Source: an optimization exercise on an open RTL-to-GDS flow (aim: small area, a short achievable clock period and few clock cycles per item). Production flows keep margins and buffers that such runs may drop. The RTL was checked by simulation tests, not by an equivalence proof against the original design.

// spidrv_core
module spidrv_core (
    input  wire        clk,
    input  wire        rst,
    input  wire        cfg_valid,
    output reg         cfg_ready,
    input  wire [31:0] cfg_in_min,
    input  wire [31:0] cfg_in_max,
    input  wire [31:0] cfg_out_min,
    input  wire [31:0] cfg_out_max,
    input  wire        cfg_little_endian,
    output reg         cfg_done,
    output reg  [2:0]  cfg_err,
    output reg  [31:0] cfg_scale,
    input  wire        s_valid,
    output reg         s_ready,
    input  wire [23:0] s_data,
    output reg         m_valid,
    input  wire        m_ready,
    output reg  [31:0] m_data
);
==> flow/config.mk <==
export PLATFORM = sky130hd
export DESIGN_NAME = spidrv_core
export DESIGN_NICKNAME = spidrv_core
export VERILOG_FILES = /design/flow/design.v
export SDC_FILE = /design/flow/constraint.sdc
export NUM_CORES = 4
export LEC_CHECK = 0
export CAP_MARGIN = 20
export CORE_MARGIN = 2
export CORE_UTILIZATION = 55
export SLEW_MARGIN = 20
==> flow/constraint.sdc <==
create_clock -name core_clock -period 32.0 [get_ports {clk}]
set_input_delay 6.4000 -clock core_clock [delete_from_list [all_inputs] [get_ports {clk}]]
set_output_delay 6.4000 -clock core_clock [all_outputs]
set_load 0.01 [all_outputs]
standard.sh (not shown) runs the stock make flow with config.mk's settings and CLKGATE_MAP_FILE= SYNTH_SCRIPT=/design/flow/synth_recipe.tcl, a recipe that flattens the netlist after the stock synthesis.
==> flow/flow/run.sh <==
#!/bin/bash
# Standard layout, with repair_timing asked to keep extra setup margin so that
# the critical paths are sized for speed, and the port buffers made with
# buf_1 cells (the clock and constraints are unchanged; every port is still
# buffered).
set -euo pipefail
bash standard.sh SETUP_SLACK_MARGIN=24.35 "BUFFER_PORTS_ARGS=-buffer_cell sky130_fd_sc_hd__buf_1" finish > standard_flow.log 2>&1
The baseline completed without violations.
Testbench counts at the start, summed over its fixed seeds: cycles 21,504, items 19,200.
==> next run, changes <==
--- a/flow/flow/run.sh
+++ b/flow/flow/run.sh
@@ -6,2 +6,2 @@
 set -euo pipefail
-bash standard.sh SETUP_SLACK_MARGIN=24.35 "BUFFER_PORTS_ARGS=-buffer_cell sky130_fd_sc_hd__buf_1" finish > standard_flow.log 2>&1
+bash standard.sh SETUP_SLACK_MARGIN=24.2 "BUFFER_PORTS_ARGS=-buffer_cell sky130_fd_sc_hd__buf_1" finish > standard_flow.log 2>&1
What happened: Clock skew rose by 0.0063 ns. Sequential cell count does not change.

---

sierra:
spidrv_core, a different RTL version from the one above (not shown whole).
Size in the first run: about 340 flip-flops, about 230 I/O pins, roughly 41000 um2 of cells after synthesis.
==> flow/config.mk <==
export PLATFORM = sky130hd
export DESIGN_NAME = spidrv_core
export DESIGN_NICKNAME = spidrv_core
export VERILOG_FILES = /design/flow/design.v
export SDC_FILE = /design/flow/constraint.sdc
export NUM_CORES = 4
export LEC_CHECK = 0
export CAP_MARGIN = 20
export CORE_MARGIN = 2
export CORE_UTILIZATION = 55
export SLEW_MARGIN = 20
==> flow/constraint.sdc <==
create_clock -name core_clock -period 32.0 [get_ports {clk}]
set_input_delay 6.4000 -clock core_clock [delete_from_list [all_inputs] [get_ports {clk}]]
set_output_delay 6.4000 -clock core_clock [all_outputs]
set_load 0.01 [all_outputs]
==> flow/flow/run.sh <==
#!/bin/bash
# Standard layout, with repair_timing asked to keep extra setup margin so that
# the critical paths are sized for speed, and the port buffers made with
# buf_1 cells (the clock and constraints are unchanged; every port is still
# buffered).
set -euo pipefail
bash standard.sh SETUP_SLACK_MARGIN=24.2 "BUFFER_PORTS_ARGS=-buffer_cell sky130_fd_sc_hd__buf_1" finish > standard_flow.log 2>&1
In summary, sierra completed successfully, with a layout that passed the timing, DRC and antenna checks.
Testbench counts of sierra, summed over its fixed seeds: cycles 21,504, items 19,200.
Edits applied to the flow inputs when going from sierra to quartz:
Settings: CORE_UTILIZATION changed from 55 to 40.
--- a/flow/flow/run.sh
+++ b/flow/flow/run.sh
@@ -5,3 +5,3 @@
 # buffered).
 set -euo pipefail
-bash standard.sh SETUP_SLACK_MARGIN=24.2 "BUFFER_PORTS_ARGS=-buffer_cell sky130_fd_sc_hd__buf_1" finish > standard_flow.log 2>&1
+bash standard.sh SETUP_SLACK_MARGIN=24.4 "BUFFER_PORTS_ARGS=-buffer_cell sky130_fd_sc_hd__buf_1" finish > standard_flow.log 2>&1
### Flow results
- Delta (quartz minus sierra): worst setup slack up 0.014 ns; number of fill cells in the layout up 47%.
- Origin of the worst setup path = cfg_scale[9]$_SDFFCE_PP0P_: quartz; origin of the worst setup path = cfg_scale[2]$_SDFFCE_PP0P_: sierra

[re-timing with driven ports]
How much do the figures lean on ideal ports? The routed layouts below were timed once more, with nothing changed but the port constraints. Step 1: set_driving_cell puts a clkbuf_16 on clk and a buf_2 on each other input, an assumption about the parent block. Step 2 moves the port delays by t, midway between the first and last clock arrival at a register: inputs arrive t later, outputs are due t later. That takes back most of the time a late clock gives input paths. Three values: ideal, step 1, step 2; two values: the first two.
| run | shift t [ns] | setup WS [ns] | hold slack, ns | worst setup path after step 2 | cell pins on the clock port's net |
|---|---|---|---|---|---|
| the first run of note 1 | 0.649 | 24.379 / 24.310 / 23.787 | 0.428 / 0.428 / 0.428 | input to register | 1 |
| the second run of note 1 | 0.655 | 24.333 / 24.264 / 23.732 | 0.418 / 0.418 / 0.418 | input to register | 1 |
| sierra | 0.636 | 24.240 / 24.181 / 23.733 | 0.440 / 0.440 / 0.440 | input to register | 1 |
| quartz | 0.631 | 24.254 / 24.192 / 23.880 | 0.421 / 0.421 / 0.421 | input to register | 1 |
After both steps every run listed still meets setup and hold. For the second run of note 1, which loses most, drivers alone change the setup slack by -0.069 ns; drivers and shift together by -0.601 ns.
